This design comes from an exercise in tuning for small area, a short achievable clock period and few clock cycles on the open sky130 flow, not from production work. Only simulation tests tie the RTL to the original design; equivalence was not proved. Power is estimated from default activity; no workload was simulated.

build 25:
## gf_decomp_mul
module gf_decomp_mul (
    input  wire        clk,
    input  wire        rst,
    input  wire        cmd_valid,
    output wire        cmd_ready,
    input  wire [7:0]  cmd_op,
    input  wire [1:0]  cmd_ksel,
    input  wire [63:0] cmd_a,
    input  wire [63:0] cmd_b,
    output wire        rsp_valid,
    input  wire        rsp_ready,
    output wire [3:0]  rsp_cc,
    output wire [63:0] rsp_result
);
    localparam OP_CFG   = 8'h04;
    localparam OP_NBM   = 8'h30;
    localparam OP_BLDRT = 8'h31;
    localparam OP_RTRD  = 8'h32;
    localparam OP_MSL8  = 8'h33;
    localparam OP_MODRB = 8'h34;
    localparam OP_MULD  = 8'h35;
    localparam CC_OK      = 3'd0;
    localparam CC_ILLEGAL = 3'd1;
    localparam CC_NOCFG   = 3'd2;
    localparam CC_WIDTH   = 3'd3;
    localparam CC_OPERAND = 3'd4;
    localparam CC_TABLE   = 3'd5;
    reg        cfg_valid;
    reg        k16;           
    reg [15:0] poly;
    reg        rt_valid;
    localparam MK = 4;                  
    localparam [2:0] MSTEPS = 16 / MK;
    reg [15:0] mu;                      
    reg [2:0]  mcnt;                    
    reg [15:0] mu_o;                    
    reg        pend;                    
    reg        pend_bldrt;              
    reg [2:0]  cc_q;
    reg [31:0] x_q;
    reg [7:0]  p_q;
    wire rsp_v = pend && !(pend_bldrt && mcnt != 3'd0);
    assign rsp_valid = rsp_v;
    assign rsp_cc    = {1'b0, cc_q};
    assign cmd_ready = !pend || (rsp_v && rsp_ready);
    wire fire = cmd_valid && cmd_ready;
  ...
export LEC_CHECK = 0
export CAP_MARGIN = 20
export CORE_MARGIN = 2
export CORE_UTILIZATION = 75
export PLACE_DENSITY = 0.85
export SETUP_SLACK_MARGIN = 3.8
export SLEW_MARGIN = 20
export SYNTH_MEMORY_MAX_BITS = 65536
create_clock -name core_clock -period 8.0 [get_ports {clk}]
standard.sh (not shown) runs the stock make flow with config.mk's settings and CLKGATE_MAP_FILE= SYNTH_SCRIPT=/design/flow/synth_recipe.tcl, a recipe that flattens the netlist after the stock synthesis.
==> flow/flow/run.sh <==
#!/bin/bash
# The standard layout (the standard.sh: ORFS synthesis through finish),
# with one change: the port buffers that global placement inserts on every
# input and output are sky130_fd_sc_hd__buf_1 instead of the cell buffer_ports
# picks by default (clkdlybuf4s50_1, a delay cell); timing repair resizes
# them as needed.
set -euo pipefail
cd "$(dirname "$0")/.."
export BUFFER_PORTS_ARGS="-buffer_cell sky130_fd_sc_hd__buf_1"
bash standard.sh > standard_make.log 2>&1
Build 25 did not stop at any stage, and its layout met the timing, DRC and antenna checks.
Testbench counts of build 25, summed over its fixed seeds: cycles 2,480.
The following lists how build 78 was set up differently from build 25:
--- a/flow/config.mk
+++ b/flow/config.mk
@@ -10,3 +10,3 @@
-export CORE_UTILIZATION = 75
-export PLACE_DENSITY = 0.85
-export SETUP_SLACK_MARGIN = 3.8
+export CORE_UTILIZATION = 60
+export PLACE_DENSITY = 0.75
+export SETUP_SLACK_MARGIN = 3.6
[summary]
- Maximum frequency (build 78 vs. build 25) increases by more than a quarter
- Comparing build 78 with build 25, the maximum buffer depth of the clock tree came out essentially unchanged.
- The global-route usage of build 78 is lower than that of build 25.
- Min met2 usage in global routing across build 25 and build 78: build 78
- Build 78 ended up with a higher sequential share of layout area than build 25 did.
- Reported for build 25 and build 78, post-route antenna net violation count turned out identical to the last digit.
- Build 78 against build 25: register-to-register slack has increased, cell count has increased, setup slack has increased.
- For build 78, the dominant power group was sequential cells, unlike build 25, where it was combinational logic.
- Build 78 vs build 25: first-pass detailed-route iteration total down
--- input diff build 78..build 73 ---
--- a/flow/config.mk
+++ b/flow/config.mk
@@ -10,2 +10,2 @@
-export CORE_UTILIZATION = 60
-export PLACE_DENSITY = 0.75
+export CORE_UTILIZATION = 35
+export PLACE_DENSITY = 0.55
[summary]
- Build 73 vs build 78 on per-cell routed wire length: build 73 is the lower one.
- Build 78 was smaller in final cell area than build 73.
- Compared with build 78, in build 73 global-route usage went down 11 points, post-synthesis sequential area ratio held, growth of design area from synthesis to finish went up 2.2 points.
- Going from build 78 to build 73, clock network fraction of total power decreased by 0.7 points relative to the old numbers, met1 usage decreased by 14 points relative to the old numbers.
- On build 73: share of cell area taken by flip-flops and latches is 0.34 points lower than what build 78 gave.
- Higher placeable core region was reported by build 73, not build 78.
- Build 73 vs build 78, maximum vdd ir drop went up by 3.4 µV.
- Overall die area, build 73 and build 78: higher on build 73
Changes in build 65 relative to build 73:
--- a/flow/config.mk
+++ b/flow/config.mk
@@ -12 +12 @@
-export SETUP_SLACK_MARGIN = 3.6
+export SETUP_SLACK_MARGIN = 4.0
==> comparison <==
The maximum net fanout on the critical path in build 65 sits 7 below the value recorded for build 73.
Taking build 73 as the reference point, the fraction of power consumed by the clock network of build 65 rises by 0.5 points.
[compare] base=build 73 new=build 65: sequential power went down about 1%, die footprint essentially unchanged.
Build 65 vs build 73 — number of vias per cell after detailed routing climbed slightly
Cmp build 65 vs build 73: total inserted antenna cells lower in build 65
On wire length of the first global-routing pass, build 73 beats build 65.
Worst setup slack ends up lower on build 73.


gf_decomp_mul, a different RTL version from the one above (not shown whole).
For scale: ~78 flip-flops, about 12000 um2 of cells after synthesis.
Settings: LEC_CHECK=0, CAP_MARGIN=5, CORE_MARGIN=2, CORE_UTILIZATION=60, CTS_BUF_LIST=sky130_fd_sc_hd__clkbuf_4 sky130_fd_sc_hd__clkbuf_8, PLACE_DENSITY=0.75, SETUP_SLACK_MARGIN=3.6, SLEW_MARGIN=5, SYNTH_MEMORY_MAX_BITS=65536; clock period 8.0 ns.
==> flow/flow/run.sh <==
#!/bin/bash
# The standard layout (the standard.sh: ORFS synthesis through finish),
# with one change: the port buffers that global placement inserts on every
# input and output are sky130_fd_sc_hd__buf_2 instead of the cell buffer_ports
# picks by default (clkdlybuf4s50_1, a delay cell); timing repair resizes
# them as needed.
set -euo pipefail
cd "$(dirname "$0")/.."
export BUFFER_PORTS_ARGS="-buffer_cell sky130_fd_sc_hd__buf_2"
bash standard.sh > standard_make.log 2>&1
Testbench counts at the start, summed over its fixed seeds: cycles 2,408.
Change:
==> flow/flow/run.sh (replaced) <==
#!/bin/bash
# The standard layout (the standard.sh: ORFS synthesis through finish),
# with one change: the port buffers that global placement inserts on every
# input and output are sky130_fd_sc_hd__buf_1 instead of the cell buffer_ports
# picks by default (clkdlybuf4s50_1, a delay cell); timing repair resizes
# them as needed.
set -euo pipefail
cd "$(dirname "$0")/.."
export BUFFER_PORTS_ARGS="-buffer_cell sky130_fd_sc_hd__buf_1"
bash standard.sh > standard_make.log 2>&1
Settings changed: CAP_MARGIN 5 to 20, CTS_BUF_LIST sky130_fd_sc_hd__clkbuf_4 sky130_fd_sc_hd__clkbuf_8 to unset, SLEW_MARGIN 5 to 20.
Wire length hardly moves.
Cell count grows by 1.2%.
Clock-buffer cell count goes up by 1.
Cell area barely changes.
Register-to-register slack gets better by 0.12 ns.
Worst hold slack improved by 0.012 ns.
Die area stays the same.
Worst setup slack degrades by 0.025 ns.
Utilization is about the same.
Change:
==> flow/flow/run.sh (replaced) <==
#!/bin/bash
# The standard layout (the standard.sh: ORFS synthesis through finish),
# with one change: the port buffers that global placement inserts on every
# input and output are sky130_fd_sc_hd__buf_2 instead of the cell buffer_ports
# picks by default (clkdlybuf4s50_1, a delay cell); timing repair resizes
# them as needed.
set -euo pipefail
cd "$(dirname "$0")/.."
export BUFFER_PORTS_ARGS="-buffer_cell sky130_fd_sc_hd__buf_2"
bash standard.sh > standard_make.log 2>&1
Settings changed: CTS_BUF_LIST set to sky130_fd_sc_hd__clkbuf_4 sky130_fd_sc_hd__clkbuf_8, TNS_END_PERCENT set to 10.
What happened: The new run produced a clean layout; via count went down slightly; area after synthesis is unchanged; clock power shrinks by about a fifth; setup slack barely changes; sequential share of layout area is about the same.
Change:
Settings changed: TNS_END_PERCENT 10 to unset.
What happened: Power rose by about 0.4%. Via count rose by about 0.4%. Final cell count is about the same. Register-to-register slack loses 0.02 ns. Synthesized area is unchanged. Clock skew is about the same. Clock power hardly moves. Non-clock buffer count rose by 4. Final area rose by 0.37%. Worst hold slack barely changes. Die area stays the same.

[what the ideal ports hide]
No port has a modelled driver above. Below, the same layouts with a new extraction and two added sets of constraints. Step 1 assumes that a clkbuf_16 drives the clock port and a buf_2 every other input. Step 2, shift: input delay + t, output delay - t, t = (earliest + latest rising clock arrival at the registers) / 2. This alone moves slack from input paths to output paths. a / b / c = ideal / step 1 / step 2; a / b = the first two.
run | shift t [ns] | slack for setup (ns) | worst hold slack (ns) | latest minus earliest clock arrival (ns) | slew at the worst register clock pin (ns)
build 25 | 0.388 | 2.714 / 2.674 / 3.062 | 0.468 / 0.468 / 0.468 | 0.014 / 0.014 | 0.07 / 0.07
build 78 | 0.389 | 3.813 / 3.770 / 3.470 | 0.479 / 0.479 / 0.479 | 0.009 / 0.010 | 0.07 / 0.07
build 73 | 0.400 | 3.705 / 3.657 / 3.384 | 0.479 / 0.479 / 0.479 | 0.018 / 0.018 | 0.08 / 0.08
build 65 | 0.385 | 3.876 / 3.829 / 3.754 | 0.477 / 0.477 / 0.477 | 0.014 / 0.014 | 0.07 / 0.07
the first run of note 2 | 0.401 | 3.772 / 3.740 / 3.474 | 0.505 / 0.505 / 0.505 | 0.012 / 0.012 | 0.09 / 0.09
the second run of note 2 | 0.375 | 3.748 / 3.711 / 3.405 | 0.518 / 0.518 / 0.518 | 0.008 / 0.008 | 0.06 / 0.06
the third run of note 2 | 0.399 | 3.745 / 3.713 / 3.459 | 0.506 / 0.506 / 0.506 | 0.009 / 0.008 | 0.09 / 0.09
the fourth run of note 2 | 0.401 | 3.757 / 3.725 / 3.446 | 0.505 / 0.505 / 0.505 | 0.010 / 0.010 | 0.09 / 0.09
After both steps every run listed still meets setup and hold.
